Source: an optimization exercise on an open RTL-to-GDS flow (aim: small area, a short achievable clock period and few clock cycles). Production flows keep margins and buffers that such runs may drop. Function was checked by simulation only, so behaviour that the tests miss may differ from the original. Power figures rest on the tool's default switching activity, not on a simulated workload.

north:
// framecore_rx
module framecore_rx (
    input  wire        clk,
    input  wire        rst,             
    input  wire        cfg_scheme,      
    input  wire [32:0] cfg_gen,
    input  wire [7:0]  cfg_tag_start,
    input  wire [7:0]  cfg_tag_stop,
    input  wire [7:0]  cfg_tag_esc,
    input  wire        in_valid,
    output wire        in_ready,
    input  wire [7:0]  in_data,
    output wire        out_valid,
    input  wire        out_ready,
    output wire        out_is_res,      
    output wire [7:0]  out_data,
    output wire [3:0]  out_result,
    output wire [31:0] out_rem,
    output wire [6:0]  out_len
);
    localparam MAXB = 68;               
    localparam NBUF = 68;               
    localparam R_FRAME = 3'd2;
    localparam R_EMPTY = 3'd3;
    localparam R_CDLM  = 3'd4;
    localparam R_ICF   = 3'd5;
    localparam R_OVER  = 3'd7;
    localparam A_SEEK    = 2'd0;
    localparam A_SEEKESC = 2'd1;
    localparam A_BODY    = 2'd2;
    localparam A_BESC    = 2'd3;
    localparam K_APP   = 2'd0;
    localparam K_BEGIN = 2'd1;
    localparam K_STOP  = 2'd2;
    localparam K_OVER  = 2'd3;
    reg  [32:0] g;
    reg  [4:0]  kk;
    wire        g_ok = g[32];
  ...
For scale: ~830 flip-flops, roughly 120 I/O pins, about 38000 um^2 of cells after synthesis.
clock: 5.0 ns
lec_check: 0
cap_margin: 20
core_margin: 2
core_utilization: 55
cts_buf_list: sky130_fd_sc_hd__clkbuf_16
cts_cluster_diameter: 70
cts_cluster_size: 30
setup_slack_margin: 2.35
slew_margin: 20
run.sh (not shown) runs the stock make flow with config.mk's settings and CLKGATE_MAP_FILE= SYNTH_SCRIPT=/design/flow/synth_recipe.tcl, a recipe that flattens the netlist after the stock synthesis.
Having completed the whole flow, north delivered a layout that passed the timing, DRC and antenna checks.
Testbench counts of north, summed over its fixed seeds: cycles 10,123.
[inputs] south vs north
-- flow/config.mk --
<<< north, line 9
export CORE_MARGIN = 2
export CORE_UTILIZATION = 55
export CTS_BUF_LIST = sky130_fd_sc_hd__clkbuf_16
>>> south, line 9
export CORE_MARGIN = 2
export CORE_UTILIZATION = 40
export CTS_BUF_LIST = sky130_fd_sc_hd__clkbuf_16
<<< north, line 13
export CTS_CLUSTER_SIZE = 30
export SETUP_SLACK_MARGIN = 2.35
export SLEW_MARGIN = 20
>>> south, line 13
export CTS_CLUSTER_SIZE = 30
export SETUP_SLACK_MARGIN = 2.2
export SLEW_MARGIN = 20
## What came out
Delta (south minus north): count of placed standard cells in the final layout, fillers left out went up; number of tapcells moved up; critical path depth moved up. Compared to north, south has design area about 1.3% lower. On south: first-pass GRT wire length is about 2.4% lower than what north gave. The lower share of total power in the clock network of south and north is in north. south -> north: power share of the sequential group flat. Delta(power share of the combinational group, south - north) < 0. Comparing south and north, share of the cycle needed by the critical path after routing is higher on south. Summary — power per standard cell area, south relative to north: higher, by 1.2%.

========
framecore_rx again, from the RTL that the note above started with.
## framecore_rx
module framecore_rx (
    input  wire        clk,
    input  wire        rst,             
    input  wire        cfg_scheme,      
    input  wire [32:0] cfg_gen,
    input  wire [7:0]  cfg_tag_start,
    input  wire [7:0]  cfg_tag_stop,
    input  wire [7:0]  cfg_tag_esc,
    input  wire        in_valid,
    output wire        in_ready,
    input  wire [7:0]  in_data,
    output wire        out_valid,
    input  wire        out_ready,
    output wire        out_is_res,      
    output wire [7:0]  out_data,
    output wire [3:0]  out_result,
    output wire [31:0] out_rem,
    output wire [6:0]  out_len
);
clock: 5.0 ns
lec_check: 0
cap_margin: 20
core_margin: 2
core_utilization: 40
cts_buf_list: sky130_fd_sc_hd__clkbuf_16
cts_cluster_diameter: 70
cts_cluster_size: 30
setup_slack_margin: 2.35
slew_margin: 20
Testbench counts at the start, summed over its fixed seeds: cycles 10,123.
Change:
--- a/flow/config.mk
+++ b/flow/config.mk
@@ -13,3 +13,3 @@
 export CTS_CLUSTER_SIZE = 30
-export SETUP_SLACK_MARGIN = 2.35
+export SETUP_SLACK_MARGIN = 2.5
 export SLEW_MARGIN = 20
Result: Synthesized cell count does not change; setup slack improved by 150 ps; worst hold slack gains 9.1 ps; routed wire length increases by 2.0%; global-route usage climbs by 0.25 points; sequential cell count stays the same; fmax goes up by 5.6%.

## port drivers added, routing unchanged
The flow's constraints put no driver on any port. The routed layouts listed below were extracted and timed again, unchanged, in two steps. Step 1, drivers: a clkbuf_16 drives clk and a buf_2 each remaining input, both assumed. Step 2 times the ports against the registers' clock, not the clock port: input delays grow and output delays shrink by t, the midpoint of the rising clock arrivals with the driver on. Three values: no drivers, after step 1, after step 2; two values: the first two.
run	t, ns	slack for setup (ns)	worst setup path at the end	latest minus earliest clock arrival (ns)	pins driven straight from the clock port
north	0.694	2.220 / 2.220 / 1.770	input to register	0.035 / 0.035	1
south	0.683	2.186 / 2.186 / 1.597	input to register	0.085 / 0.085	1
the first run of note 2	0.702	2.262 / 2.262 / 1.780	input to register	0.045 / 0.045	1
the second run of note 2	0.687	2.409 / 2.364 / 1.677	input to register	0.058 / 0.058	1
After both steps every run listed still meets setup and hold. The setup slack of the second run of note 2, which loses most, moves by -0.045 ns with the drivers and by -0.732 ns with both steps.
